What follows belongs to an exercise in optimizing a design on an open flow for small area, a short achievable clock period and few clock cycles; a production flow would make more cautious choices. Function was checked by simulation only, so behaviour that the tests miss may differ from the original. No activity file was given, so power comes from the tool's default toggle rates.

job 2406:
// wts_core
module wts_core (
    input  wire        clk,
    input  wire        rst,
    input  wire        cmd_valid,
    output wire        cmd_ready,
    input  wire [31:0] cmd,
    input  wire [31:0] dat,
    output reg         rsp_valid,
    output reg  [31:0] rsp_data,
    output reg         rsp_err,
    output reg  [3:0]  rsp_code,
    output wire        out_valid,
    input  wire        out_ready,
    output reg         out_kind,
    output reg  [1:0]  out_rg,
    output wire [31:0] out_word,
    output reg         out_eol,
    output wire        sb_req,
    input  wire        sb_ack,
    output wire [31:0] sb_addr,
    input  wire [7:0]  sb_rdata,
    output wire        busy
);
    localparam OP_NOP = 4'h0, OP_CLR = 4'h1, OP_WREG = 4'h2, OP_RREG = 4'h3,
               OP_SEG = 4'h4, OP_PADQ = 4'h5, OP_WCQ = 4'h6, OP_PCM = 4'h7,
               OP_MULAW = 4'h8, OP_ENCQ = 4'h9, OP_PUSHB = 4'hA, OP_PAD = 4'hB,
               OP_HDR = 4'hC, OP_REGION = 4'hD, OP_EXPORT = 4'hE;
    localparam [5:0] S_IDLE = 6'd0,  S_DEC = 6'd1,
                     S_G1 = 6'd2,  S_G2 = 6'd3,  S_G3 = 6'd4,  S_G4 = 6'd5,
                     S_G5 = 6'd6,  S_G6 = 6'd7,  S_G7 = 6'd8,  S_G8 = 6'd9,
                     S_G9 = 6'd10, S_G10 = 6'd11, S_G11 = 6'd12, S_GF = 6'd13,
                     S_WT1 = 6'd14, S_WT2 = 6'd15,
  ...
Size: ~2,600 cells after synthesis, roughly 480 flip-flops, roughly 190 I/O pins.
clock: 10.0 ns
lec_check: 0
cap_margin: 20
core_margin: 2
core_utilization: 60
place_density: 0.7
slew_margin: 20
setup_slack_margin: 6
standard.sh (not shown) runs the stock make flow with config.mk's settings and CLKGATE_MAP_FILE= SYNTH_SCRIPT=/design/flow/synth_recipe.tcl, a recipe that flattens the netlist after the stock synthesis.
==> flow/flow/run.sh <==
#!/bin/bash
set -euo pipefail
sed -i '/SETUP_SLACK_MARGIN/d' config.mk
echo 'export SETUP_SLACK_MARGIN = 6' >> config.mk
bash standard.sh > standard.log 2>&1
Testbench counts of job 2406, summed over its fixed seeds: cycles 99,941.
## Diff of input files: job 3744 against job 2406
==> flow/flow/run.sh <==
#!/bin/bash
set -euo pipefail
sed -i '/SETUP_SLACK_MARGIN/d; /BUFFER_PORTS_ARGS/d' config.mk
echo 'export SETUP_SLACK_MARGIN = 6' >> config.mk
echo 'export BUFFER_PORTS_ARGS = -buffer_cell sky130_fd_sc_hd__buf_2' >> config.mk
bash standard.sh > standard.log 2>&1
diff --git a/flow/config.mk b/flow/config.mk
--- a/flow/config.mk
+++ b/flow/config.mk
@@ -12,2 +12,3 @@
 export SLEW_MARGIN = 20
 export SETUP_SLACK_MARGIN = 6
+export BUFFER_PORTS_ARGS = -buffer_cell sky130_fd_sc_hd__buf_2
==> summary.txt <==
Of job 3744 and job 2406, it is job 3744 that has the higher part of the power in registers. Between job 3744 and job 2406, it is job 3744 whose number of clock-tree buffers in the layout is higher, by 4.7%. The layout overhead on the synthesized area in job 3744 was lower than what job 2406 gave.
--- input diff job 3744..job 1486 ---
==> flow/flow/run.sh <==
#!/bin/bash
set -euo pipefail
sed -i '/SETUP_SLACK_MARGIN/d' config.mk
echo 'export SETUP_SLACK_MARGIN = 6' >> config.mk
bash standard.sh MATCH_CELL_FOOTPRINT=0 finish > standard.log 2>&1
diff --git a/flow/config.mk b/flow/config.mk
--- a/flow/config.mk
+++ b/flow/config.mk
@@ -12,3 +12,2 @@
 export SLEW_MARGIN = 20
 export SETUP_SLACK_MARGIN = 6
-export BUFFER_PORTS_ARGS = -buffer_cell sky130_fd_sc_hd__buf_2
## What came out
Between job 3744 and job 1486, via count of the first global-routing pass increased. Job 1486 against job 3744: global-route met1 utilization saw little to no change, cell area moved up, post-route total power increased by 240 µW relative to the old numbers, detailed placer's ending HPWL moved down, buffering overhead rose 3.8 points.
Setup changes, job 1486 to job 9472
==> flow/flow/run.sh <==
#!/bin/bash
set -euo pipefail
sed -i '/SETUP_SLACK_MARGIN/d; /BUFFER_PORTS_ARGS/d' config.mk
echo 'export SETUP_SLACK_MARGIN = 6' >> config.mk
echo 'export BUFFER_PORTS_ARGS = -buffer_cell sky130_fd_sc_hd__buf_1' >> config.mk
bash standard.sh > standard.log 2>&1
diff --git a/flow/config.mk b/flow/config.mk
--- a/flow/config.mk
+++ b/flow/config.mk
@@ -12,2 +12,3 @@
 export SLEW_MARGIN = 20
 export SETUP_SLACK_MARGIN = 6
+export BUFFER_PORTS_ARGS = -buffer_cell sky130_fd_sc_hd__buf_1
--- outcome ---
- The final layout from job 9472, which completed every stage, passed the timing, DRC and antenna checks at the end of the flow.
- Re final hold slack: job 1486 and job 9472 aren't equal, and the lower value belongs to job 9472.
- Job 1486 ended up with rsp_data[25] as its destination of the critical timing path; job 9472 ended up with rsp_data[17].
- Depth of the critical timing path with buffers and inverters included, job 1486 and job 9472: smaller value in job 9472
- Job 9472 vs job 1486: ratio of cells with drive above 1 in the final layout down
- In job 9472 the minimum clock period turned out 110 ps lower than in job 1486.
- Design area in job 9472 is about 5% lower than in job 1486
- Compared with job 1486, in job 9472 power spent charging and discharging nets now smaller, total number of vias down about 2%.

========
== the reference run ==
Another version of the RTL of wts_core (not shown whole).
Size in the first run: roughly 2600 cells after synthesis, roughly 490 flip-flops, about 190 I/O pins, ~27000 um2 of cells after synthesis.
==> flow/config.mk <==
export PLATFORM = sky130hd
export DESIGN_NAME = wts_core
export DESIGN_NICKNAME = wts_core
export VERILOG_FILES = /design/flow/design.v
export SDC_FILE = /design/flow/constraint.sdc
export NUM_CORES = 4
export LEC_CHECK = 0
export CAP_MARGIN = 20
export CORE_MARGIN = 2
export CORE_UTILIZATION = 60
export PLACE_DENSITY = 0.7
export SLEW_MARGIN = 20
export SETUP_SLACK_MARGIN = 6
export BUFFER_PORTS_ARGS = -buffer_cell sky130_fd_sc_hd__buf_2
==> flow/constraint.sdc <==
create_clock -name core_clock -period 10.0 [get_ports {clk}]
set_input_delay 2.0000 -clock core_clock [delete_from_list [all_inputs] [get_ports {clk}]]
set_output_delay 2.0000 -clock core_clock [all_outputs]
set_load 0.01 [all_outputs]
==> flow/flow/run.sh <==
#!/bin/bash
set -euo pipefail
sed -i '/SETUP_SLACK_MARGIN/d; /BUFFER_PORTS_ARGS/d' config.mk
echo 'export SETUP_SLACK_MARGIN = 6' >> config.mk
echo 'export BUFFER_PORTS_ARGS = -buffer_cell sky130_fd_sc_hd__buf_2' >> config.mk
bash standard.sh > standard.log 2>&1
Testbench counts of the reference run, summed over its fixed seeds: cycles 99,941.
Setup changes, the reference run to the trial run
- swapping -buffer_cell sky130_fd_sc_hd__buf_2 for -buffer_cell sky130_fd_sc_hd__buf_1 in BUFFER_PORTS_ARGS
-- flow/flow/run.sh --
<<< the reference run, line 5
echo 'export BUFFER_PORTS_ARGS = -buffer_cell sky130_fd_sc_hd__buf_2' >> config.mk
>>> the trial run, line 5
echo 'export BUFFER_PORTS_ARGS = -buffer_cell sky130_fd_sc_hd__buf_1' >> config.mk
Results
In the final reports, the cell area of the trial run is smaller than that of the reference run. On initial antenna violation count, the higher figure sits with the trial run, not the reference run. Looking at buffering stage count on the worst path with inverters included across the reference run and the trial run, the one that comes out lower is the reference run.

## afterwards: timing with drivers on the ports
The flow's constraints put no driver on any port. The routed layouts listed below were extracted and timed again, unchanged, in two steps. Step 1: set_driving_cell puts a clkbuf_16 on clk and a buf_2 on each other input, an assumption about the parent block. Step 2 times the ports against the registers' clock, not the clock port: input delays grow and output delays shrink by t, the midpoint of the rising clock arrivals with the driver on. Three values: ideal ports, drivers, drivers and shift; two values: the first two.
run | t, ns | setup WS [ns] | hold WS [ns] | clock arrival spread, ns
job 2406 | 0.684 | 5.891 / 5.908 / 5.236 | 0.457 / 0.457 / 0.457 | 0.027 / 0.026
job 3744 | 0.679 | 5.801 / 5.801 / 5.290 | 0.446 / 0.446 / 0.446 | 0.032 / 0.032
job 1486 | 0.679 | 5.810 / 5.839 / 5.160 | 0.456 / 0.456 / 0.456 | 0.034 / 0.034
job 9472 | 0.679 | 5.919 / 5.955 / 5.276 | 0.452 / 0.452 / 0.452 | 0.030 / 0.031
the reference run | 0.693 | 5.925 / 5.925 / 5.314 | 0.451 / 0.451 / 0.451 | 0.049 / 0.049
the trial run | 0.686 | 5.899 / 5.899 / 5.378 | 0.444 / 0.444 / 0.444 | 0.039 / 0.039
After both steps setup and hold are still met in every run listed. The setup slack of job 2406, which loses most, moves by +0.017 ns with the drivers and by -0.655 ns with both steps.
